Background: an optimization exercise with open tools, aiming at small area, a short achievable clock period and few clock cycles per item. Do not read the settings as production practice. Only the layout flow was run in this run; the RTL was not checked for function there.

--- flow/constraint.sdc ---
create_clock -name core_clock -period 12.0 [get_ports {clk}]
set_input_delay 2.4000 -clock core_clock [delete_from_list [all_inputs] [get_ports {clk}]]
set_output_delay 2.4000 -clock core_clock [all_outputs]
set_load 0.01 [all_outputs]
--- flow/config.mk ---
export PLATFORM = sky130hd
export DESIGN_NAME = ydl_angle_engine
export DESIGN_NICKNAME = ydl_angle_engine
export VERILOG_FILES = /design/flow/design.v
export SDC_FILE = /design/flow/constraint.sdc
export NUM_CORES = 4
export LEC_CHECK = 0
export CAP_MARGIN = 20
export CORE_MARGIN = 2
export CORE_UTILIZATION = 40
export SLEW_MARGIN = 20
--- flow/design.v ---
module ydl_corr_cordic (
    input  wire          clk,
    input  wire          rst,
    input  wire          en,
    input  wire          in_v,
    input  wire [25:0]   in_pay,
    input  wire [13:0]   in_d,
    input  wire [20:0]   in_z,
    input  wire          in_conv,
    output wire          out_v,
    output wire [25:0]   out_pay,
    output wire [20:0]   out_z,
    output wire [15:0]   out_ang
);
    reg [3:0] sh;
    always @(*) begin
        casez (in_d)
            14'b1?????????????: sh = 4'd0;
            14'b01????????????: sh = 4'd1;
            14'b001???????????: sh = 4'd2;
            14'b0001??????????: sh = 4'd3;
            14'b00001?????????: sh = 4'd4;
            14'b000001????????: sh = 4'd5;
            14'b0000001???????: sh = 4'd6;
            14'b00000001??????: sh = 4'd7;
            14'b000000001?????: sh = 4'd8;
            14'b0000000001????: sh = 4'd9;
            14'b00000000001???: sh = 4'd9;
            14'b000000000001??: sh = 4'd9;
            14'b0000000000001?: sh = 4'd9;
            14'b00000000000001: sh = 4'd9;
            default: sh = 4'd9;
        endcase
    end
    wire        dz = (in_d == 14'd0);
    wire [13:0] dn = in_d << sh;
    reg  [18:0] k1, k2;
    always @(*) begin
        case ({dz, sh})
            5'd0: begin k1 = 19'd294; k2 = 19'd390; end
            5'd1: begin k1 = 19'd588; k2 = 19'd780; end
            5'd2: begin k1 = 19'd1176; k2 = 19'd1560; end
            5'd3: begin k1 = 19'd2352; k2 = 19'd3121; end
            5'd4: begin k1 = 19'd4705; k2 = 19'd6241; end
            5'd5: begin k1 = 19'd9409; k2 = 19'd12482; end
            5'd6: begin k1 = 19'd18819; k2 = 19'd24965; end
            5'd7: begin k1 = 19'd37638; k2 = 19'd49930; end
            5'd8: begin k1 = 19'd75275; k2 = 19'd99859; end
            5'd9: begin k1 = 19'd150550; k2 = 19'd199719; end
            default: begin k1 = 19'd156999; k2 = 19'd405941; end
        endcase
    end
    wire [18:0] x_s0 = {1'b0, dn, 4'd0} + k1;
    wire [18:0] y_s0 = k2 - {1'b0, dn, 4'd0};
    reg [18:0] x_r0;
    reg [18:0] y_r0;
    reg [20:0] z_r0;
    reg [0:0] conv_r0;
    reg [25:0] pay_r0;
    always @(posedge clk) if (en) begin x_r0 <= x_s0; y_r0 <= y_s0; z_r0 <= in_z; conv_r0 <= in_conv; pay_r0 <= in_pay; end
    reg v_r0;
    always @(posedge clk) if (rst) v_r0 <= 1'b0; else if (en) v_r0 <= in_v;
    wire n1 = y_r0[18];
    wire signed [23:0] ye1 = $signed(y_r0);
    wire signed [23:0] xe1 = {5'd0, x_r0};
    wire signed [23:0] xs1 = xe1 >>> 1;
    wire signed [23:0] ys1 = ye1 >>> 1;
    wire [24:0] yc1 = {ye1, 1'b1} + {xs1 ^ {24{~n1}}, ~n1};
    wire [23:0] yn1 = yc1[24:1];
    wire [24:0] xc1 = {xe1, 1'b1} + {ys1 ^ {24{n1}}, n1};
    wire [23:0] xn1 = xc1[24:1];
    wire [18:0] x_i1 = xn1[18:0];
    wire [18:0] y_i1 = yn1[18:0];
    wire n2 = y_i1[18];
    wire signed [23:0] ye2 = $signed(y_i1);
    wire signed [23:0] xe2 = {5'd0, x_i1};
    wire signed [23:0] xs2 = xe2 >>> 2;
    wire signed [23:0] ys2 = ye2 >>> 2;
    wire [24:0] yc2 = {ye2, 1'b1} + {xs2 ^ {24{~n2}}, ~n2};
    wire [23:0] yn2 = yc2[24:1];
    wire [24:0] xc2 = {xe2, 1'b1} + {ys2 ^ {24{n2}}, n2};
    wire [23:0] xn2 = xc2[24:1];
    wire [18:0] x_i2 = xn2[18:0];
    wire [17:0] y_i2 = yn2[17:0];
    reg [18:0] x_r2;
    reg [17:0] y_r2;
    reg [20:0] z_r2;
    reg [0:0] conv_r2;
    reg [25:0] pay_r2;
    always @(posedge clk) if (en) begin x_r2 <= x_i2; y_r2 <= y_i2; z_r2 <= z_r0; conv_r2 <= conv_r0; pay_r2 <= pay_r0; end
    reg v_r2;
    always @(posedge clk) if (rst) v_r2 <= 1'b0; else if (en) v_r2 <= v_r0;
    reg p1_r2; always @(posedge clk) if (en) p1_r2 <= ~n1;
    reg p2_r2; always @(posedge clk) if (en) p2_r2 <= ~n2;
    wire n3 = y_r2[17];
    wire signed [23:0] ye3 = $signed(y_r2);
    wire signed [23:0] xe3 = {5'd0, x_r2};
    wire signed [23:0] xs3 = xe3 >>> 3;
    wire signed [23:0] ys3 = ye3 >>> 3;
    wire [24:0] yc3 = {ye3, 1'b1} + {xs3 ^ {24{~n3}}, ~n3};
    wire [23:0] yn3 = yc3[24:1];
    wire [24:0] xc3 = {xe3, 1'b1} + {ys3 ^ {24{n3}}, n3};
    wire [23:0] xn3 = xc3[24:1];
    wire [18:0] x_i3 = xn3[18:0];
    wire [16:0] y_i3 = yn3[16:0];
    wire n4 = y_i3[16];
    wire signed [23:0] ye4 = $signed(y_i3);
    wire signed [23:0] xe4 = {5'd0, x_i3};
    wire signed [23:0] xs4 = xe4 >>> 4;
    wire signed [23:0] ys4 = ye4 >>> 4;
    wire [24:0] yc4 = {ye4, 1'b1} + {xs4 ^ {24{~n4}}, ~n4};
    wire [23:0] yn4 = yc4[24:1];
    wire [24:0] xc4 = {xe4, 1'b1} + {ys4 ^ {24{n4}}, n4};
    wire [23:0] xn4 = xc4[24:1];
    wire [18:0] x_i4 = xn4[18:0];
    wire [15:0] y_i4 = yn4[15:0];
    reg [18:0] x_r4;
    reg [15:0] y_r4;
    reg [20:0] z_r4;
    reg [0:0] conv_r4;
    reg [25:0] pay_r4;
    always @(posedge clk) if (en) begin x_r4 <= x_i4; y_r4 <= y_i4; z_r4 <= z_r2; conv_r4 <= conv_r2; pay_r4 <= pay_r2; end
    reg v_r4;
    always @(posedge clk) if (rst) v_r4 <= 1'b0; else if (en) v_r4 <= v_r2;
    reg p1_r4; always @(posedge clk) if (en) p1_r4 <= p1_r2;
    reg p2_r4; always @(posedge clk) if (en) p2_r4 <= p2_r2;
    reg p3_r4; always @(posedge clk) if (en) p3_r4 <= ~n3;
    reg p4_r4; always @(posedge clk) if (en) p4_r4 <= ~n4;
    wire n5 = y_r4[15];
    wire signed [23:0] ye5 = $signed(y_r4);
    wire signed [23:0] xe5 = {5'd0, x_r4};
    wire signed [23:0] xs5 = xe5 >>> 5;
    wire signed [23:0] ys5 = ye5 >>> 5;
    wire [24:0] yc5 = {ye5, 1'b1} + {xs5 ^ {24{~n5}}, ~n5};
    wire [23:0] yn5 = yc5[24:1];
    wire [24:0] xc5 = {xe5, 1'b1} + {ys5 ^ {24{n5}}, n5};
    wire [23:0] xn5 = xc5[24:1];
    wire [18:0] x_i5 = xn5[18:0];
    wire [14:0] y_i5 = yn5[14:0];
    wire n6 = y_i5[14];
    wire signed [23:0] ye6 = $signed(y_i5);
    wire signed [23:0] xe6 = {5'd0, x_i5};
    wire signed [23:0] xs6 = xe6 >>> 6;
    wire signed [23:0] ys6 = ye6 >>> 6;
    wire [24:0] yc6 = {ye6, 1'b1} + {xs6 ^ {24{~n6}}, ~n6};
    wire [23:0] yn6 = yc6[24:1];
    wire [24:0] xc6 = {xe6, 1'b1} + {ys6 ^ {24{n6}}, n6};
    wire [23:0] xn6 = xc6[24:1];
    wire [18:0] x_i6 = xn6[18:0];
    wire [13:0] y_i6 = yn6[13:0];
    reg [18:0] x_r6;
    reg [13:0] y_r6;
    reg [20:0] z_r6;
    reg [0:0] conv_r6;
    reg [25:0] pay_r6;
    always @(posedge clk) if (en) begin x_r6 <= x_i6; y_r6 <= y_i6; z_r6 <= z_r4; conv_r6 <= conv_r4; pay_r6 <= pay_r4; end
    reg v_r6;
    always @(posedge clk) if (rst) v_r6 <= 1'b0; else if (en) v_r6 <= v_r4;
    reg p1_r6; always @(posedge clk) if (en) p1_r6 <= p1_r4;
    reg p2_r6; always @(posedge clk) if (en) p2_r6 <= p2_r4;
    reg p3_r6; always @(posedge clk) if (en) p3_r6 <= p3_r4;
    reg p4_r6; always @(posedge clk) if (en) p4_r6 <= p4_r4;
    reg p5_r6; always @(posedge clk) if (en) p5_r6 <= ~n5;
    reg p6_r6; always @(posedge clk) if (en) p6_r6 <= ~n6;
    wire [21:0] cv_m = z_r6[14:0] * 22'd91;
    wire [21:0] z_cm = conv_r6 ? cv_m : {1'b0, z_r6};
    wire n7 = y_r6[13];
    wire signed [23:0] ye7 = $signed(y_r6);
    wire signed [23:0] xe7 = {5'd0, x_r6};
    wire signed [23:0] xs7 = xe7 >>> 7;
    wire signed [23:0] ys7 = ye7 >>> 7;
    wire [24:0] yc7 = {ye7, 1'b1} + {xs7 ^ {24{~n7}}, ~n7};
    wire [23:0] yn7 = yc7[24:1];
    wire [12:0] y_i7 = yn7[12:0];
    wire n8 = y_i7[12];
    wire signed [23:0] ye8 = $signed(y_i7);
    wire signed [23:0] xe8 = {5'd0, x_r6};
    wire signed [23:0] xs8 = xe8 >>> 8;
    wire signed [23:0] ys8 = ye8 >>> 8;
    wire [24:0] yc8 = {ye8, 1'b1} + {xs8 ^ {24{~n8}}, ~n8};
    wire [23:0] yn8 = yc8[24:1];
    wire [11:0] y_i8 = yn8[11:0];
    wire n9 = y_i8[11];
    wire signed [23:0] ye9 = $signed(y_i8);
    wire signed [23:0] xe9 = {5'd0, x_r6};
    wire signed [23:0] xs9 = xe9 >>> 9;
    wire signed [23:0] ys9 = ye9 >>> 9;
    wire [24:0] yc9 = {ye9, 1'b1} + {xs9 ^ {24{~n9}}, ~n9};
    wire [23:0] yn9 = yc9[24:1];
    wire [10:0] y_i9 = yn9[10:0];
    reg [18:0] x_r9;
    reg [10:0] y_r9;
    reg [21:0] z_r9;
    reg [0:0] conv_r9;
    reg [25:0] pay_r9;
    always @(posedge clk) if (en) begin x_r9 <= x_r6; y_r9 <= y_i9; z_r9 <= z_cm; conv_r9 <= conv_r6; pay_r9 <= pay_r6; end
    reg v_r9;
    always @(posedge clk) if (rst) v_r9 <= 1'b0; else if (en) v_r9 <= v_r6;
    reg p1_r9; always @(posedge clk) if (en) p1_r9 <= p1_r6;
    reg p2_r9; always @(posedge clk) if (en) p2_r9 <= p2_r6;
    reg p3_r9; always @(posedge clk) if (en) p3_r9 <= p3_r6;
    reg p4_r9; always @(posedge clk) if (en) p4_r9 <= p4_r6;
    reg p5_r9; always @(posedge clk) if (en) p5_r9 <= p5_r6;
    reg p6_r9; always @(posedge clk) if (en) p6_r9 <= p6_r6;
    reg p7_r9; always @(posedge clk) if (en) p7_r9 <= ~n7;
    reg p8_r9; always @(posedge clk) if (en) p8_r9 <= ~n8;
    reg p9_r9; always @(posedge clk) if (en) p9_r9 <= ~n9;
    wire [21:0] cv_m2 = z_r9;
    wire [20:0] cv_t = cv_m2[20:0] + {11'd0, cv_m2[21:12]} + 21'd23;
    wire [20:0] z_cv = conv_r9 ? cv_t : z_r9[20:0];
    wire n10 = y_r9[10];
    wire signed [23:0] ye10 = $signed(y_r9);
    wire signed [23:0] xe10 = {5'd0, x_r9};
    wire signed [23:0] xs10 = xe10 >>> 10;
    wire signed [23:0] ys10 = ye10 >>> 10;
    wire [24:0] yc10 = {ye10, 1'b1} + {xs10 ^ {24{~n10}}, ~n10};
    wire [23:0] yn10 = yc10[24:1];
    wire [9:0] y_i10 = yn10[9:0];
    wire n11 = y_i10[9];
    wire signed [23:0] ye11 = $signed(y_i10);
    wire signed [23:0] xe11 = {5'd0, x_r9};
    wire signed [23:0] xs11 = xe11 >>> 11;
    wire signed [23:0] ys11 = ye11 >>> 11;
    wire [24:0] yc11 = {ye11, 1'b1} + {xs11 ^ {24{~n11}}, ~n11};
    wire [23:0] yn11 = yc11[24:1];
    wire [8:0] y_i11 = yn11[8:0];
    wire n12 = y_i11[8];
    wire signed [23:0] ye12 = $signed(y_i11);
    wire signed [23:0] xe12 = {5'd0, x_r9};
    wire signed [23:0] xs12 = xe12 >>> 12;
    wire signed [23:0] ys12 = ye12 >>> 12;
    wire [24:0] yc12 = {ye12, 1'b1} + {xs12 ^ {24{~n12}}, ~n12};
    wire [23:0] yn12 = yc12[24:1];
    wire [7:0] y_i12 = yn12[7:0];
    reg [18:0] x_r12;
    reg [7:0] y_r12;
    reg [20:0] z_r12;
    reg [25:0] pay_r12;
    always @(posedge clk) if (en) begin x_r12 <= x_r9; y_r12 <= y_i12; z_r12 <= z_cv; pay_r12 <= pay_r9; end
    reg v_r12;
    always @(posedge clk) if (rst) v_r12 <= 1'b0; else if (en) v_r12 <= v_r9;
    reg p1_r12; always @(posedge clk) if (en) p1_r12 <= p1_r9;
    reg p2_r12; always @(posedge clk) if (en) p2_r12 <= p2_r9;
    reg p3_r12; always @(posedge clk) if (en) p3_r12 <= p3_r9;
    reg p4_r12; always @(posedge clk) if (en) p4_r12 <= p4_r9;
    reg p5_r12; always @(posedge clk) if (en) p5_r12 <= p5_r9;
    reg p6_r12; always @(posedge clk) if (en) p6_r12 <= p6_r9;
    reg p7_r12; always @(posedge clk) if (en) p7_r12 <= p7_r9;
    reg p8_r12; always @(posedge clk) if (en) p8_r12 <= p8_r9;
    reg p9_r12; always @(posedge clk) if (en) p9_r12 <= p9_r9;
    reg p10_r12; always @(posedge clk) if (en) p10_r12 <= ~n10;
    reg p11_r12; always @(posedge clk) if (en) p11_r12 <= ~n11;
    reg p12_r12; always @(posedge clk) if (en) p12_r12 <= ~n12;
    wire n13 = y_r12[7];
    wire signed [23:0] ye13 = $signed(y_r12);
    wire signed [23:0] xe13 = {5'd0, x_r12};
    wire signed [23:0] xs13 = xe13 >>> 13;
    wire signed [23:0] ys13 = ye13 >>> 13;
    wire [24:0] yc13 = {ye13, 1'b1} + {xs13 ^ {24{~n13}}, ~n13};
    wire [23:0] yn13 = yc13[24:1];
    wire [6:0] y_i13 = yn13[6:0];
    wire n14 = y_i13[6];
    wire signed [23:0] ye14 = $signed(y_i13);
    wire signed [23:0] xe14 = {5'd0, x_r12};
    wire signed [23:0] xs14 = xe14 >>> 14;
    wire signed [23:0] ys14 = ye14 >>> 14;
    wire [24:0] yc14 = {ye14, 1'b1} + {xs14 ^ {24{~n14}}, ~n14};
    wire [23:0] yn14 = yc14[24:1];
    wire [5:0] y_i14 = yn14[5:0];
    reg [5:0] y_r14;
    reg [20:0] z_r14;
    reg [25:0] pay_r14;
    always @(posedge clk) if (en) begin y_r14 <= y_i14; z_r14 <= z_r12; pay_r14 <= pay_r12; end
    reg v_r14;
    always @(posedge clk) if (rst) v_r14 <= 1'b0; else if (en) v_r14 <= v_r12;
    reg p1_r14; always @(posedge clk) if (en) p1_r14 <= p1_r12;
    reg p2_r14; always @(posedge clk) if (en) p2_r14 <= p2_r12;
    reg p3_r14; always @(posedge clk) if (en) p3_r14 <= p3_r12;
    reg p4_r14; always @(posedge clk) if (en) p4_r14 <= p4_r12;
    reg p5_r14; always @(posedge clk) if (en) p5_r14 <= p5_r12;
    reg p6_r14; always @(posedge clk) if (en) p6_r14 <= p6_r12;
    reg p7_r14; always @(posedge clk) if (en) p7_r14 <= p7_r12;
    reg p8_r14; always @(posedge clk) if (en) p8_r14 <= p8_r12;
    reg p9_r14; always @(posedge clk) if (en) p9_r14 <= p9_r12;
    reg p10_r14; always @(posedge clk) if (en) p10_r14 <= p10_r12;
    reg p11_r14; always @(posedge clk) if (en) p11_r14 <= p11_r12;
    reg p12_r14; always @(posedge clk) if (en) p12_r14 <= p12_r12;
    reg p13_r14; always @(posedge clk) if (en) p13_r14 <= ~n13;
    reg p14_r14; always @(posedge clk) if (en) p14_r14 <= ~n14;
    wire n15 = y_r14[5];
    wire tb1_s = z_r14[1] ^ p1_r14 ^ p2_r14;
    wire tb1_c = (z_r14[1] & p1_r14) | (z_r14[1] & p2_r14) | (p1_r14 & p2_r14);
    wire tb2_s = z_r14[2] ^ p2_r14 ^ p3_r14;
    wire tb2_c = (z_r14[2] & p2_r14) | (z_r14[2] & p3_r14) | (p2_r14 & p3_r14);
    wire tb3_s = p4_r14 ^ p5_r14 ^ p6_r14;
    wire tb3_c = (p4_r14 & p5_r14) | (p4_r14 & p6_r14) | (p5_r14 & p6_r14);
    wire tb4_s = z_r14[3] ^ p2_r14 ^ p6_r14;
    wire tb4_c = (z_r14[3] & p2_r14) | (z_r14[3] & p6_r14) | (p2_r14 & p6_r14);
    wire tb5_s = z_r14[4] ^ 1'b1 ^ p5_r14;
    wire tb5_c = (z_r14[4] & 1'b1) | (z_r14[4] & p5_r14) | (1'b1 & p5_r14);
    wire tb6_s = p6_r14 ^ p8_r14;
    wire tb6_c = p6_r14 & p8_r14;
    wire tb7_s = z_r14[5] ^ p5_r14 ^ p6_r14;
    wire tb7_c = (z_r14[5] & p5_r14) | (z_r14[5] & p6_r14) | (p5_r14 & p6_r14);
    wire tb8_s = p7_r14 ^ p8_r14;
    wire tb8_c = p7_r14 & p8_r14;
    wire tb9_s = z_r14[6] ^ 1'b1 ^ p2_r14;
    wire tb9_c = (z_r14[6] & 1'b1) | (z_r14[6] & p2_r14) | (1'b1 & p2_r14);
    wire tb10_s = p3_r14 ^ p4_r14 ^ p5_r14;
    wire tb10_c = (p3_r14 & p4_r14) | (p3_r14 & p5_r14) | (p4_r14 & p5_r14);
    wire tb11_s = p7_r14 ^ p11_r14;
    wire tb11_c = p7_r14 & p11_r14;
    wire tb12_s = z_r14[7] ^ p2_r14 ^ p4_r14;
    wire tb12_c = (z_r14[7] & p2_r14) | (z_r14[7] & p4_r14) | (p2_r14 & p4_r14);
    wire tb13_s = p6_r14 ^ p10_r14;
    wire tb13_c = p6_r14 & p10_r14;
    wire tb14_s = z_r14[8] ^ 1'b1 ^ p1_r14;
    wire tb14_c = (z_r14[8] & 1'b1) | (z_r14[8] & p1_r14) | (1'b1 & p1_r14);
    wire tb15_s = tb1_s ^ p5_r14 ^ p6_r14;
    wire tb15_c = (tb1_s & p5_r14) | (tb1_s & p6_r14) | (p5_r14 & p6_r14);
    wire tb16_s = tb1_c ^ tb2_s ^ tb3_s;
    wire tb16_c = (tb1_c & tb2_s) | (tb1_c & tb3_s) | (tb2_s & tb3_s);
    wire tb17_s = p10_r14 ^ p11_r14;
    wire tb17_c = p10_r14 & p11_r14;
    wire tb18_s = tb2_c ^ tb3_c ^ tb4_s;
    wire tb18_c = (tb2_c & tb3_c) | (tb2_c & tb4_s) | (tb3_c & tb4_s);
    wire tb19_s = p9_r14 ^ p10_r14 ^ p14_r14;
    wire tb19_c = (p9_r14 & p10_r14) | (p9_r14 & p14_r14) | (p10_r14 & p14_r14);
    wire tb20_s = tb4_c ^ tb5_s ^ tb6_s;
    wire tb20_c = (tb4_c & tb5_s) | (tb4_c & tb6_s) | (tb5_s & tb6_s);
    wire tb21_s = p9_r14 ^ p13_r14 ^ ~n15;
    wire tb21_c = (p9_r14 & p13_r14) | (p9_r14 & ~n15) | (p13_r14 & ~n15);
    wire tb22_s = tb5_c ^ tb6_c ^ tb7_s;
    wire tb22_c = (tb5_c & tb6_c) | (tb5_c & tb7_s) | (tb6_c & tb7_s);
    wire tb23_s = tb8_s ^ p12_r14 ^ p14_r14;
    wire tb23_c = (tb8_s & p12_r14) | (tb8_s & p14_r14) | (p12_r14 & p14_r14);
    wire tb24_s = tb7_c ^ tb8_c ^ tb9_s;
    wire tb24_c = (tb7_c & tb8_c) | (tb7_c & tb9_s) | (tb8_c & tb9_s);
    wire tb25_s = tb10_s ^ tb11_s ^ p13_r14;
    wire tb25_c = (tb10_s & tb11_s) | (tb10_s & p13_r14) | (tb11_s & p13_r14);
    wire tb26_s = tb9_c ^ tb10_c ^ tb11_c;
    wire tb26_c = (tb9_c & tb10_c) | (tb9_c & tb11_c) | (tb10_c & tb11_c);
    wire tb27_s = tb12_s ^ tb13_s ^ p12_r14;
    wire tb27_c = (tb12_s & tb13_s) | (tb12_s & p12_r14) | (tb13_s & p12_r14);
    wire tb28_s = tb12_c ^ tb13_c ^ tb14_s;
    wire tb28_c = (tb12_c & tb13_c) | (tb12_c & tb14_s) | (tb13_c & tb14_s);
    wire tb29_s = p5_r14 ^ p9_r14 ^ p11_r14;
    wire tb29_c = (p5_r14 & p9_r14) | (p5_r14 & p11_r14) | (p9_r14 & p11_r14);
    wire tb30_s = tb14_c ^ z_r14[9] ^ p2_r14;
    wire tb30_c = (tb14_c & z_r14[9]) | (tb14_c & p2_r14) | (z_r14[9] & p2_r14);
    wire tb31_s = p4_r14 ^ p8_r14 ^ p10_r14;
    wire tb31_c = (p4_r14 & p8_r14) | (p4_r14 & p10_r14) | (p8_r14 & p10_r14);
    wire tb32_s = z_r14[10] ^ p2_r14 ^ p3_r14;
    wire tb32_c = (z_r14[10] & p2_r14) | (z_r14[10] & p3_r14) | (p2_r14 & p3_r14);
    wire tb33_s = p7_r14 ^ p9_r14;
    wire tb33_c = p7_r14 & p9_r14;
    wire tb34_s = z_r14[11] ^ 1'b1 ^ p1_r14;
    wire tb34_c = (z_r14[11] & 1'b1) | (z_r14[11] & p1_r14) | (1'b1 & p1_r14);
    wire tb35_s = p2_r14 ^ p6_r14 ^ p8_r14;
    wire tb35_c = (p2_r14 & p6_r14) | (p2_r14 & p8_r14) | (p6_r14 & p8_r14);
    wire tb36_s = z_r14[12] ^ p1_r14 ^ p2_r14;
    wire tb36_c = (z_r14[12] & p1_r14) | (z_r14[12] & p2_r14) | (p1_r14 & p2_r14);
    wire tb37_s = p5_r14 ^ p7_r14;
    wire tb37_c = p5_r14 & p7_r14;
    wire tb38_s = z_r14[13] ^ 1'b1 ^ p1_r14;
    wire tb38_c = (z_r14[13] & 1'b1) | (z_r14[13] & p1_r14) | (1'b1 & p1_r14);
    wire tb39_s = p2_r14 ^ p4_r14 ^ p6_r14;
    wire tb39_c = (p2_r14 & p4_r14) | (p2_r14 & p6_r14) | (p4_r14 & p6_r14);
    wire tb40_s = z_r14[14] ^ 1'b1 ^ p2_r14;
    wire tb40_c = (z_r14[14] & 1'b1) | (z_r14[14] & p2_r14) | (1'b1 & p2_r14);
    wire tb41_s = p3_r14 ^ p5_r14;
    wire tb41_c = p3_r14 & p5_r14;
    wire tb42_s = z_r14[15] ^ p1_r14;
    wire tb42_c = z_r14[15] & p1_r14;
    wire tb43_s = tb15_s ^ p11_r14;
    wire tb43_c = tb15_s & p11_r14;
    wire tb44_s = tb15_c ^ tb16_s ^ tb17_s;
    wire tb44_c = (tb15_c & tb16_s) | (tb15_c & tb17_s) | (tb16_s & tb17_s);
    wire tb45_s = tb16_c ^ tb17_c ^ tb18_s;
    wire tb45_c = (tb16_c & tb17_c) | (tb16_c & tb18_s) | (tb17_c & tb18_s);
    wire tb46_s = tb18_c ^ tb19_c ^ tb20_s;
    wire tb46_c = (tb18_c & tb19_c) | (tb18_c & tb20_s) | (tb19_c & tb20_s);
    wire tb47_s = tb20_c ^ tb21_c ^ tb22_s;
    wire tb47_c = (tb20_c & tb21_c) | (tb20_c & tb22_s) | (tb21_c & tb22_s);
    wire tb48_s = tb22_c ^ tb23_c ^ tb24_s;
    wire tb48_c = (tb22_c & tb23_c) | (tb22_c & tb24_s) | (tb23_c & tb24_s);
    wire tb49_s = tb24_c ^ tb25_c ^ tb26_s;
    wire tb49_c = (tb24_c & tb25_c) | (tb24_c & tb26_s) | (tb25_c & tb26_s);
    wire tb50_s = tb26_c ^ tb27_c ^ tb28_s;
    wire tb50_c = (tb26_c & tb27_c) | (tb26_c & tb28_s) | (tb27_c & tb28_s);
    wire tb51_s = tb28_c ^ tb29_c ^ tb30_s;
    wire tb51_c = (tb28_c & tb29_c) | (tb28_c & tb30_s) | (tb29_c & tb30_s);
    wire tb52_s = tb30_c ^ tb31_c ^ tb32_s;
    wire tb52_c = (tb30_c & tb31_c) | (tb30_c & tb32_s) | (tb31_c & tb32_s);
    wire tb53_s = tb32_c ^ tb33_c ^ tb34_s;
    wire tb53_c = (tb32_c & tb33_c) | (tb32_c & tb34_s) | (tb33_c & tb34_s);
    wire tb54_s = tb34_c ^ tb35_c ^ tb36_s;
    wire tb54_c = (tb34_c & tb35_c) | (tb34_c & tb36_s) | (tb35_c & tb36_s);
    wire tb55_s = tb36_c ^ tb37_c ^ tb38_s;
    wire tb55_c = (tb36_c & tb37_c) | (tb36_c & tb38_s) | (tb37_c & tb38_s);
    wire tb56_s = tb38_c ^ tb39_c ^ tb40_s;
    wire tb56_c = (tb38_c & tb39_c) | (tb38_c & tb40_s) | (tb39_c & tb40_s);
    wire tb57_s = tb40_c ^ tb41_c ^ tb42_s;
    wire tb57_c = (tb40_c & tb41_c) | (tb40_c & tb42_s) | (tb41_c & tb42_s);
    wire tb58_s = tb42_c ^ z_r14[16];
    wire tb58_c = tb42_c & z_r14[16];
    wire tb59_s = z_r14[17] ^ 1'b1;
    wire tb59_c = z_r14[17] & 1'b1;
    wire tb60_s = z_r14[18] ^ 1'b1;
    wire tb60_c = z_r14[18] & 1'b1;
    wire tb61_s = tb43_s ^ p12_r14;
    wire tb61_c = tb43_s & p12_r14;
    wire tb62_s = tb43_c ^ tb44_s ^ ~n15;
    wire tb62_c = (tb43_c & tb44_s) | (tb43_c & ~n15) | (tb44_s & ~n15);
    wire tb63_s = tb44_c ^ tb45_s ^ tb19_s;
    wire tb63_c = (tb44_c & tb45_s) | (tb44_c & tb19_s) | (tb45_s & tb19_s);
    wire tb64_s = tb45_c ^ tb46_s ^ tb21_s;
    wire tb64_c = (tb45_c & tb46_s) | (tb45_c & tb21_s) | (tb46_s & tb21_s);
    wire tb65_s = tb46_c ^ tb47_s ^ tb23_s;
    wire tb65_c = (tb46_c & tb47_s) | (tb46_c & tb23_s) | (tb47_s & tb23_s);
    wire tb66_s = tb47_c ^ tb48_s ^ tb25_s;
    wire tb66_c = (tb47_c & tb48_s) | (tb47_c & tb25_s) | (tb48_s & tb25_s);
    wire tb67_s = tb48_c ^ tb49_s ^ tb27_s;
    wire tb67_c = (tb48_c & tb49_s) | (tb48_c & tb27_s) | (tb49_s & tb27_s);
    wire tb68_s = tb49_c ^ tb50_s ^ tb29_s;
    wire tb68_c = (tb49_c & tb50_s) | (tb49_c & tb29_s) | (tb50_s & tb29_s);
    wire tb69_s = tb50_c ^ tb51_s ^ tb31_s;
    wire tb69_c = (tb50_c & tb51_s) | (tb50_c & tb31_s) | (tb51_s & tb31_s);
    wire tb70_s = tb51_c ^ tb52_s ^ tb33_s;
    wire tb70_c = (tb51_c & tb52_s) | (tb51_c & tb33_s) | (tb52_s & tb33_s);
    wire tb71_s = tb52_c ^ tb53_s ^ tb35_s;
    wire tb71_c = (tb52_c & tb53_s) | (tb52_c & tb35_s) | (tb53_s & tb35_s);
    wire tb72_s = tb53_c ^ tb54_s ^ tb37_s;
    wire tb72_c = (tb53_c & tb54_s) | (tb53_c & tb37_s) | (tb54_s & tb37_s);
    wire tb73_s = tb54_c ^ tb55_s ^ tb39_s;
    wire tb73_c = (tb54_c & tb55_s) | (tb54_c & tb39_s) | (tb55_s & tb39_s);
    wire tb74_s = tb55_c ^ tb56_s ^ tb41_s;
    wire tb74_c = (tb55_c & tb56_s) | (tb55_c & tb41_s) | (tb56_s & tb41_s);
    wire tb75_s = tb56_c ^ tb57_s ^ p4_r14;
    wire tb75_c = (tb56_c & tb57_s) | (tb56_c & p4_r14) | (tb57_s & p4_r14);
    wire tb76_s = tb57_c ^ tb58_s ^ p3_r14;
    wire tb76_c = (tb57_c & tb58_s) | (tb57_c & p3_r14) | (tb58_s & p3_r14);
    wire tb77_s = tb58_c ^ tb59_s ^ p2_r14;
    wire tb77_c = (tb58_c & tb59_s) | (tb58_c & p2_r14) | (tb59_s & p2_r14);
    wire tb78_s = tb59_c ^ tb60_s ^ p1_r14;
    wire tb78_c = (tb59_c & tb60_s) | (tb59_c & p1_r14) | (tb60_s & p1_r14);
    wire tb79_s = tb60_c ^ z_r14[19] ^ 1'b1;
    wire tb79_c = (tb60_c & z_r14[19]) | (tb60_c & 1'b1) | (z_r14[19] & 1'b1);
    wire tb80_s = z_r14[20] ^ 1'b1;
    wire tb80_c = z_r14[20] & 1'b1;
    wire [20:0] z_sum = {tb79_c, tb78_c, tb77_c, tb76_c, tb75_c, tb74_c, tb73_c, tb72_c, tb71_c, tb70_c, tb69_c, tb68_c, tb67_c, tb66_c, tb65_c, tb64_c, tb63_c, tb62_c, tb61_c, tb61_s, z_r14[0]} + {tb80_s, tb79_s, tb78_s, tb77_s, tb76_s, tb75_s, tb74_s, tb73_s, tb72_s, tb71_s, tb70_s, tb69_s, tb68_s, tb67_s, tb66_s, tb65_s, tb64_s, tb63_s, tb62_s, p13_r14, 1'b0};
    reg  [20:0] z_q;
    reg  [25:0] pay_q;
    reg         v_q;
    always @(posedge clk) if (en) begin z_q <= z_sum; pay_q <= pay_r14; end
    always @(posedge clk) if (rst) v_q <= 1'b0; else if (en) v_q <= v_r14;
    assign out_z = z_q;
    assign out_pay = pay_q;
    assign out_v = v_q;
    wire m81_s = z_q[5] ^ z_q[3];
    wire m81_c = z_q[5] & z_q[3];
    wire m82_s = z_q[6] ^ z_q[4] ^ z_q[3];
    wire m82_c = (z_q[6] & z_q[4]) | (z_q[6] & z_q[3]) | (z_q[4] & z_q[3]);
    wire m83_s = z_q[7] ^ z_q[5] ^ z_q[4];
    wire m83_c = (z_q[7] & z_q[5]) | (z_q[7] & z_q[4]) | (z_q[5] & z_q[4]);
    wire m84_s = z_q[8] ^ z_q[6] ^ z_q[5];
    wire m84_c = (z_q[8] & z_q[6]) | (z_q[8] & z_q[5]) | (z_q[6] & z_q[5]);
    wire m85_s = z_q[9] ^ z_q[7] ^ z_q[6];
    wire m85_c = (z_q[9] & z_q[7]) | (z_q[9] & z_q[6]) | (z_q[7] & z_q[6]);
    wire m86_s = z_q[10] ^ z_q[8] ^ z_q[7];
    wire m86_c = (z_q[10] & z_q[8]) | (z_q[10] & z_q[7]) | (z_q[8] & z_q[7]);
    wire m87_s = z_q[11] ^ z_q[9] ^ z_q[8];
    wire m87_c = (z_q[11] & z_q[9]) | (z_q[11] & z_q[8]) | (z_q[9] & z_q[8]);
    wire m88_s = z_q[12] ^ z_q[10] ^ z_q[9];
    wire m88_c = (z_q[12] & z_q[10]) | (z_q[12] & z_q[9]) | (z_q[10] & z_q[9]);
    wire m89_s = z_q[13] ^ z_q[11] ^ z_q[10];
    wire m89_c = (z_q[13] & z_q[11]) | (z_q[13] & z_q[10]) | (z_q[11] & z_q[10]);
    wire m90_s = z_q[14] ^ z_q[12] ^ z_q[11];
    wire m90_c = (z_q[14] & z_q[12]) | (z_q[14] & z_q[11]) | (z_q[12] & z_q[11]);
    wire m91_s = z_q[15] ^ z_q[13] ^ z_q[12];
    wire m91_c = (z_q[15] & z_q[13]) | (z_q[15] & z_q[12]) | (z_q[13] & z_q[12]);
    wire m92_s = z_q[16] ^ z_q[14] ^ z_q[13];
    wire m92_c = (z_q[16] & z_q[14]) | (z_q[16] & z_q[13]) | (z_q[14] & z_q[13]);
    wire m93_s = z_q[17] ^ z_q[15] ^ z_q[14];
    wire m93_c = (z_q[17] & z_q[15]) | (z_q[17] & z_q[14]) | (z_q[15] & z_q[14]);
    wire m94_s = z_q[18] ^ z_q[16] ^ z_q[15];
    wire m94_c = (z_q[18] & z_q[16]) | (z_q[18] & z_q[15]) | (z_q[16] & z_q[15]);
    wire m95_s = z_q[19] ^ z_q[17] ^ z_q[16];
    wire m95_c = (z_q[19] & z_q[17]) | (z_q[19] & z_q[16]) | (z_q[17] & z_q[16]);
    wire m96_s = z_q[20] ^ z_q[18] ^ z_q[17];
    wire m96_c = (z_q[20] & z_q[18]) | (z_q[20] & z_q[17]) | (z_q[18] & z_q[17]);
    wire m97_s = z_q[19] ^ z_q[18];
    wire m97_c = z_q[19] & z_q[18];
    wire m98_s = z_q[20] ^ z_q[19];
    wire m98_c = z_q[20] & z_q[19];
    wire m99_s = z_q[3] ^ z_q[1];
    wire m99_c = z_q[3] & z_q[1];
    wire m100_s = z_q[4] ^ z_q[2] ^ z_q[1];
    wire m100_c = (z_q[4] & z_q[2]) | (z_q[4] & z_q[1]) | (z_q[2] & z_q[1]);
    wire m101_s = m81_s ^ z_q[2] ^ z_q[0];
    wire m101_c = (m81_s & z_q[2]) | (m81_s & z_q[0]) | (z_q[2] & z_q[0]);
    wire m102_s = m81_c ^ m82_s ^ z_q[1];
    wire m102_c = (m81_c & m82_s) | (m81_c & z_q[1]) | (m82_s & z_q[1]);
    wire m103_s = m82_c ^ m83_s ^ z_q[2];
    wire m103_c = (m82_c & m83_s) | (m82_c & z_q[2]) | (m83_s & z_q[2]);
    wire m104_s = m83_c ^ m84_s ^ z_q[3];
    wire m104_c = (m83_c & m84_s) | (m83_c & z_q[3]) | (m84_s & z_q[3]);
    wire m105_s = m84_c ^ m85_s ^ z_q[4];
    wire m105_c = (m84_c & m85_s) | (m84_c & z_q[4]) | (m85_s & z_q[4]);
    wire m106_s = m85_c ^ m86_s ^ z_q[5];
    wire m106_c = (m85_c & m86_s) | (m85_c & z_q[5]) | (m86_s & z_q[5]);
    wire m107_s = m86_c ^ m87_s ^ z_q[6];
    wire m107_c = (m86_c & m87_s) | (m86_c & z_q[6]) | (m87_s & z_q[6]);
    wire m108_s = m87_c ^ m88_s ^ z_q[7];
    wire m108_c = (m87_c & m88_s) | (m87_c & z_q[7]) | (m88_s & z_q[7]);
    wire m109_s = m88_c ^ m89_s ^ z_q[8];
    wire m109_c = (m88_c & m89_s) | (m88_c & z_q[8]) | (m89_s & z_q[8]);
    wire m110_s = m89_c ^ m90_s ^ z_q[9];
    wire m110_c = (m89_c & m90_s) | (m89_c & z_q[9]) | (m90_s & z_q[9]);
    wire m111_s = m90_c ^ m91_s ^ z_q[10];
    wire m111_c = (m90_c & m91_s) | (m90_c & z_q[10]) | (m91_s & z_q[10]);
    wire m112_s = m91_c ^ m92_s ^ z_q[11];
    wire m112_c = (m91_c & m92_s) | (m91_c & z_q[11]) | (m92_s & z_q[11]);
    wire m113_s = m92_c ^ m93_s ^ z_q[12];
    wire m113_c = (m92_c & m93_s) | (m92_c & z_q[12]) | (m93_s & z_q[12]);
    wire m114_s = m93_c ^ m94_s ^ z_q[13];
    wire m114_c = (m93_c & m94_s) | (m93_c & z_q[13]) | (m94_s & z_q[13]);
    wire m115_s = m94_c ^ m95_s ^ z_q[14];
    wire m115_c = (m94_c & m95_s) | (m94_c & z_q[14]) | (m95_s & z_q[14]);
    wire m116_s = m95_c ^ m96_s ^ z_q[15];
    wire m116_c = (m95_c & m96_s) | (m95_c & z_q[15]) | (m96_s & z_q[15]);
    wire m117_s = m96_c ^ m97_s ^ z_q[16];
    wire m117_c = (m96_c & m97_s) | (m96_c & z_q[16]) | (m97_s & z_q[16]);
    wire m118_s = m97_c ^ m98_s ^ z_q[17];
    wire m118_c = (m97_c & m98_s) | (m97_c & z_q[17]) | (m98_s & z_q[17]);
    wire m119_s = m98_c ^ z_q[20] ^ z_q[18];
    wire m119_c = (m98_c & z_q[20]) | (m98_c & z_q[18]) | (z_q[20] & z_q[18]);
    wire [26:0] m45 = {1'b0, z_q[20], m119_c, m118_c, m117_c, m116_c, m115_c, m114_c, m113_c, m112_c, m111_c, m110_c, m109_c, m108_c, m107_c, m106_c, m105_c, m104_c, m103_c, m102_c, m101_c, m100_c, m99_c, m99_s, z_q[2], z_q[1], z_q[0]} + {1'b0, 1'b0, z_q[19], m119_s, m118_s, m117_s, m116_s, m115_s, m114_s, m113_s, m112_s, m111_s, m110_s, m109_s, m108_s, m107_s, m106_s, m105_s, m104_s, m103_s, m102_s, m101_s, m100_s, z_q[0], z_q[0], 1'b0, 1'b0};
    assign out_ang = m45[26:11];
endmodule
module ydl_angle_engine (
    input  wire        clk,
    input  wire        rst,
    input  wire        hdr_valid,
    output wire        hdr_ready,
    input  wire [15:0] hdr_start_code,
    input  wire [15:0] hdr_end_code,
    input  wire [7:0]  hdr_count,
    input  wire [13:0] hdr_dist_first,
    input  wire [13:0] hdr_dist_last,
    input  wire        smp_valid,
    output wire        smp_ready,
    input  wire [23:0] smp_raw,
    output wire        out_valid,
    input  wire        out_ready,
    output reg  [15:0] out_angle,
    output reg  [13:0] out_dist,
    output reg  [9:0]  out_intensity,
    output reg         out_last
);
    localparam [2:0] W_IDLE = 3'd0,   
                     W_S0   = 3'd1,   
                     W_S1   = 3'd2,   
                     W_WT   = 3'd3,   
                     W_DIV  = 3'd4,   
                     W_DONE = 3'd5;   
    reg        out_v;
    wire       en = ~out_v | out_ready;
    assign out_valid = out_v;
    reg  [2:0]  w_st;
    reg  [3:0]  w_cnt;
    reg  [7:0]  w_dv;               
    reg         w_nb, w_nd;         
    reg  [20:0] w_f;                
    reg  [25:0] w_q;                
    reg  [7:0]  w_r;
    reg         p_v, p_conv;
    reg  [20:0] p_f;
    reg  [7:0]  p_n;
    reg  [25:0] p_step;
    reg         e_act, e_conv;
    reg  [7:0]  e_rem;
    reg  [25:0] e_acc, e_step;
    wire        w_bub = w_nb & ((w_st == W_S0) | (w_st == W_S1));
    assign hdr_ready = (w_st == W_DONE) & ~p_v;
    assign smp_ready = en & e_act & ~w_bub;
    wire        hdr_take = hdr_valid & hdr_ready;
    wire        smp_take = smp_valid & smp_ready;
    wire        e_last = (e_rem == 8'd1);
    wire        p_to_e = p_v & (~e_act | (smp_take & e_last));
    wire        i_v    = w_bub | smp_take;
    wire [13:0] i_d    = w_bub ? ((w_st == W_S0) ? hdr_dist_first : hdr_dist_last) : smp_raw[23:10];
    wire [20:0] i_z    = w_bub ? {6'd0, (w_st == W_S0) ? hdr_start_code[15:1] : hdr_end_code[15:1]}
                               : e_acc[25:5];
    wire        i_conv = w_bub | e_conv;
    wire        i_last = w_bub ? (w_st == W_S1) : e_last;
    wire        x_v;
    wire [25:0] x_pay;
    wire [20:0] x_z;
    wire [15:0] x_ang;
    ydl_corr_cordic u_corr (
        .clk    (clk),
        .rst    (rst),
        .en     (en),
        .in_v   (i_v),
        .in_pay ({w_bub, i_last, smp_raw[9:0], i_d}),
        .in_d   (i_d),
        .in_z   (i_z),
        .in_conv(i_conv),
        .out_v  (x_v),
        .out_pay(x_pay),
        .out_z  (x_z),
        .out_ang(x_ang)
    );
    wire        x_b    = x_pay[25];
    wire        x_last = x_pay[24];
    wire [9:0]  x_int  = x_pay[23:14];
    wire [13:0] x_d    = x_pay[13:0];
    wire        res_v  = x_v & ~x_b;
    always @(posedge clk) begin
        if (rst)
            out_v <= 1'b0;
        else if (en)
            out_v <= res_v;
    end
    always @(posedge clk) begin
        if (en & res_v) begin
            out_angle     <= x_ang;
            out_dist      <= x_d;
            out_intensity <= x_int;
            out_last      <= x_last;
        end
    end
    wire [8:0]  dv  = {1'b0, w_dv};
    wire [8:0]  r2a = {w_r, w_q[25]};
    wire        gea = (r2a >= dv);
    wire [7:0]  ra  = gea ? r2a[7:0] - w_dv : r2a[7:0];
    wire [8:0]  r2b = {ra, w_q[24]};
    wire        geb = (r2b >= dv);
    wire [7:0]  rb  = geb ? r2b[7:0] - w_dv : r2b[7:0];
    wire        xb_en = en & x_v & x_b;
    wire [20:0] span = x_z - w_f;
    always @(posedge clk) begin
        if (rst) begin
            w_st <= W_IDLE;
        end else begin
            case (w_st)
                W_IDLE: if (hdr_valid) begin
                    w_dv <= hdr_count - 8'd1;
                    w_nb <= (hdr_count > 8'd1);
                    w_nd <= (hdr_count > 8'd2);
                    w_st <= W_S0;
                end
                W_S0: begin
                    if (~w_nb)
                        w_st <= W_DONE;
                    else if (en)
                        w_st <= W_S1;
                end
                W_S1: if (en) w_st <= W_WT;
                W_WT: if (xb_en) begin
                    if (~x_last)
                        w_f <= x_z;
                    else begin
                        w_q   <= {span, 5'd0};
                        w_r   <= 8'd0;
                        w_cnt <= 4'd0;
                        w_st  <= w_nd ? W_DIV : W_DONE;
                    end
                end
                W_DIV: begin
                    w_q   <= {w_q[23:0], gea, geb};
                    w_r   <= rb;
                    w_cnt <= w_cnt + 4'd1;
                    if (w_cnt == 4'd12)
                        w_st <= W_DONE;
                end
                W_DONE: if (hdr_valid & ~p_v) w_st <= W_IDLE;
                default: w_st <= W_IDLE;
            endcase
        end
    end
    always @(posedge clk) begin
        if (rst)
            p_v <= 1'b0;
        else if (hdr_take)
            p_v <= 1'b1;
        else if (p_to_e)
            p_v <= 1'b0;
    end
    always @(posedge clk) begin
        if (hdr_take) begin
            p_conv <= ~w_nb;
            p_f    <= w_nb ? w_f : {6'd0, hdr_start_code[15:1]};
            p_n    <= hdr_count;
            p_step <= w_q;
        end
    end
    always @(posedge clk) begin
        if (rst)
            e_act <= 1'b0;
        else if (p_to_e)
            e_act <= 1'b1;
        else if (smp_take & e_last)
            e_act <= 1'b0;
    end
    always @(posedge clk) begin
        if (p_to_e) begin
            e_conv <= p_conv;
            e_rem  <= p_n;
            e_acc  <= {p_f, 5'd0};
            e_step <= p_step;
        end else if (smp_take) begin
            e_rem  <= e_rem - 8'd1;
            e_acc  <= e_acc + e_step;
        end
    end
endmodule
--- flow/run.sh ---
#!/bin/bash
# synth_recipe.tcl (not shown) runs the flow's synth.tcl, then flattens the netlist and writes it again
# the make line also repeats each setting of config.mk as NAME=value (left out here)
make -C /OpenROAD-flow-scripts/flow DESIGN_CONFIG=/design/flow/config.mk WORK_HOME=/design/flow/orfs CLKGATE_MAP_FILE= SYNTH_SCRIPT=/design/flow/synth_recipe.tcl finish
==> flow_metrics.tcl <==
set metrics [dict create \
    hold_start "u_corr.conv_r4" \
    ys_seq_area_frac 0.472 \
    insertion_delay_ns 0.70 \
    gp_congestion 0.879 \
    setup_violations 0 \
    final.fill_count 12000 \
    vias 33800 \
    start_util 0.404 \
    holdWs_ns 0.413 \
    htree_levels 3 \
    dp.cells 6466 \
    syn-instance-count 4625 \
    required_ns 12.42 \
    cp_slowest_cell "o31ai_4" \
    holdBufCountCts 0 \
    antenna_found_initial 4 \
    startpoint "hdr_dist_last[12]" \
    cts_sinks 841 \
    finalCritPeriodShare 0.695 \
    path_class "primary input to register" \
    clk_pin_slew_ns 0.07 \
    drive_gt1_frac 0.0590 \
    ios 141 \
    drc 0 \
    coreArea_um2 132000 \
    first_iter_violations 2241 \
    cap_viol_max_count 0 \
    drtAntennaViolNets 0 \
    hold_violations 0 \
    hold_class "register to register" \
    cts_setup_buffers 0 \
    setup_ws_ns 3.66 \
    syn-num-nets 5338 \
    syn_to_final_growth_pct 12.7 \
    die_x_um 369 \
    cts_resized 0 \
    crit_family "compound AO/OA/AOI/OAI gates" \
    hpwl_um 84000 \
    syn-cell-area_um2 53200 \
    cpPeakStageDelay_ns 0.95 \
    syn_avg_cell_area_um2 11.5 \
    rsz0062_at_grt "false" \
    reg2reg_from "w_nb" \
    grt_pass1_wl_um 181000 \
    overflow 0 \
    synth_top_flop_cell "edfxtp_1" \
    cts_made_buffers 92 \
    layout_commonest_cell "edfxtp_1" \
    rows 133 \
    routed_wl_um 112000 \
    synth_edf_count 822 \
    synth_seq_cells 841 \
    crit_top_cell "o21ai_0" \
    critical_path.max_fanout 20 \
    grt_pass1_vias 33400 \
    pre_cts_ws_ns 3.11 \
    max_slew_margin 0.240 \
    worstMarginPinSlew_ns 1.14 \
    drt_pass1_iterations 5 \
    cp_cell_sequence "clkdlybuf4s50_1 > nor3_1 > a21oi_1 > o21ai_1 > nand3_1 > o31ai_4 > ha_1 > nand2_1 > o21ai_0 > a21boi_0 > ha_1 > fa_1 > nor2b_1 > o21ai_0 > a21boi_0 > o21ai_0 > a21boi_0 > o21ai_0 > a21boi_0 > o21ai_0 > nand2b_1 > a31oi_1 > o21ai_0 > xor2_1" \
    grtUsageTotal 0.166 \
    cts_tree "done" \
    stdcell_count 6638 \
    io_buffers 138 \
    final_cell_mix "edfxtp_1 (822), ha_1 (481), xnor2_1 (420)" \
    max_freq_ghz 0.120 \
    clockBufferDepth 3 \
    crit_path_end_kind "register" \
    critPathLaunchType "primary input" \
    wl_per_cell_um 16.9 \
    status "finished clean" \
    grt_max_degree 171 \
    die_h_um 369 \
    fin_crit_ns 8.34 \
    crit_arrival_ns 8.76 \
    async_reset_ff_frac 0 \
    viasPerCell 5.10 \
    clock_skew_ns 0.0220 \
    cp_num_buf_inv 1 \
    final.setup.tns_ns 0 \
    ys_types 98 \
    dieArea_um2 136000 \
    yosysWarnings 2 \
    cts-root-buf "clkbuf_16" \
    drv_slew 0 \
    nets 5518 \
]
==> metrics by stage <==
stage | utilization | instance area (um2)
after floorplan | - | 53200
after global placement | 0.431 | 56700
after detailed placement | 0.431 | 56700
after CTS | 0.455 | 59900
after global routing | 0.455 | 59900
final | 0.455 | 59900
==> synth_stat cells (9+ instances only) <==
library cell    n  area (um2)
edfxtp_1      822       24700
ha_1          481        6020
xnor2_1       421        3690
inv_1         367        1380
nor2_1        313        1170
a21oi_1       295        1480
nand2_1       264         991
o21ai_0       198         991
xor2_1        197        1730
fa_1          135        2700
a21o_1        101         758
nor3_1         83         415
nand3_1        71         355
nor2b_1        69         432
o21a_1         64         480
nand2b_1       55         344
mux2i_1        51         510
mux2_2         45         507
clkbuf_1       43         161
and2_1         40         250
o21bai_1       38         285
and3_1         36         225
a21boi_0       29         218
a31oi_1        27         169
a211oi_1       25         188
or3_1          23         144
a22o_1         19         166
dfxtp_1        19         380
nand4_1        19         119
o21ai_1        19        95.1
buf_1          17        63.8
buf_2          16        80.1
o211ai_1       13        97.6
or2_2          13        81.3
o31ai_1        10        75.1
o41ai_1        10        87.6
a31o_2          9        78.8
nand3b_1        9        67.6
==> logic make-up after synthesis <==
family          Yosys count  synth area share
simple gates           1035            0.0927
compound gates          963             0.116
flops                   841             0.472
xor+xnor                620             0.103
fa+ha+maj               616             0.164
buf+inv                 452            0.0329
mux                      98            0.0197
==> sequential cells by signal (all words and copies together) (netlist names), 21 cells and up <==
name,count
u_corr.z_r6,21
u_corr.pay_r12,26
u_corr.pay_r6,26
u_corr.pay_r14,26
w_q,26
u_corr.pay_r4,26
w_f,21
u_corr.pay_r9,26
u_corr.z_r0,21
u_corr.pay_r0,26
u_corr.pay_r2,26
e_acc,26
u_corr.z_r14,21
p_step,26
u_corr.z_q,21
u_corr.z_r9,22
p_f,21
u_corr.z_r12,21
e_step,26
u_corr.z_r4,21
u_corr.pay_q,26
u_corr.z_r2,21
==> path summary, 6_finish.rpt <==
kind | endpoint | slack [ns] | cells after the start
setup / recovery | u_corr.y_r0[18] | 3.66 | 24
hold / removal | u_corr.conv_r6 | 0.41 | 0
setup reg to reg | u_corr.y_r0[18] | 3.90 | 25
hold reg to reg | u_corr.conv_r6 | 0.41 | 0
==> layer usage <==
layer  up-vias  wire length [um]  GRT usage
met1     16200             54900      0.238
met5         -                 0          0
li1      17000                 -          -
met3       129              4180     0.0243
met4         0              1950     0.0357
met2       550             50900      0.267
==> final cells by class <==
cell class | instances | area, um2 | share of cell area
Clock buffer | 104 | 2370 | 0.0395
Timing Repair Buffer | 167 | 1610 | 0.0269
Clock inverter | 67 | 826 | 0.0138
Inverter | 371 | 1400 | 0.0234
Multi-Input combinational cell | 3332 | 26400 | 0.441
Sequential cell | 841 | 25100 | 0.418
Antenna cell | 1 | 2.50 | 0.0000418
Tap cell | 1755 | 2200 | 0.0367

port drivers added, routing unchanged:
How much do the figures lean on ideal ports? The routed layout below was timed once more, with nothing changed but the port constraints.
Step 1 (the two cells are an assumption about what drives the block):
set clk [get_ports {clk}]
set_driving_cell -lib_cell sky130_fd_sc_hd__clkbuf_16 $clk
set_driving_cell -lib_cell sky130_fd_sc_hd__buf_2 [delete_from_list [all_inputs] $clk]
Step 2 times the ports against the registers' clock, not the clock port: input delays grow and output delays shrink by t, the midpoint of the rising clock arrivals with the driver on.
a / b / c = ideal / step 1 / step 2; a / b = the first two.
t, ns: 0.763
slack for setup (ns): 3.658 / 3.708 / 2.945
worst setup path at the end: input to register
clock arrival spread, ns: 0.027 / 0.026
worst slew at a driven data input, ns: 0.06
After both steps setup and hold are still met in this run. For this run, drivers alone change the setup slack by +0.050 ns; drivers and shift together by -0.713 ns.
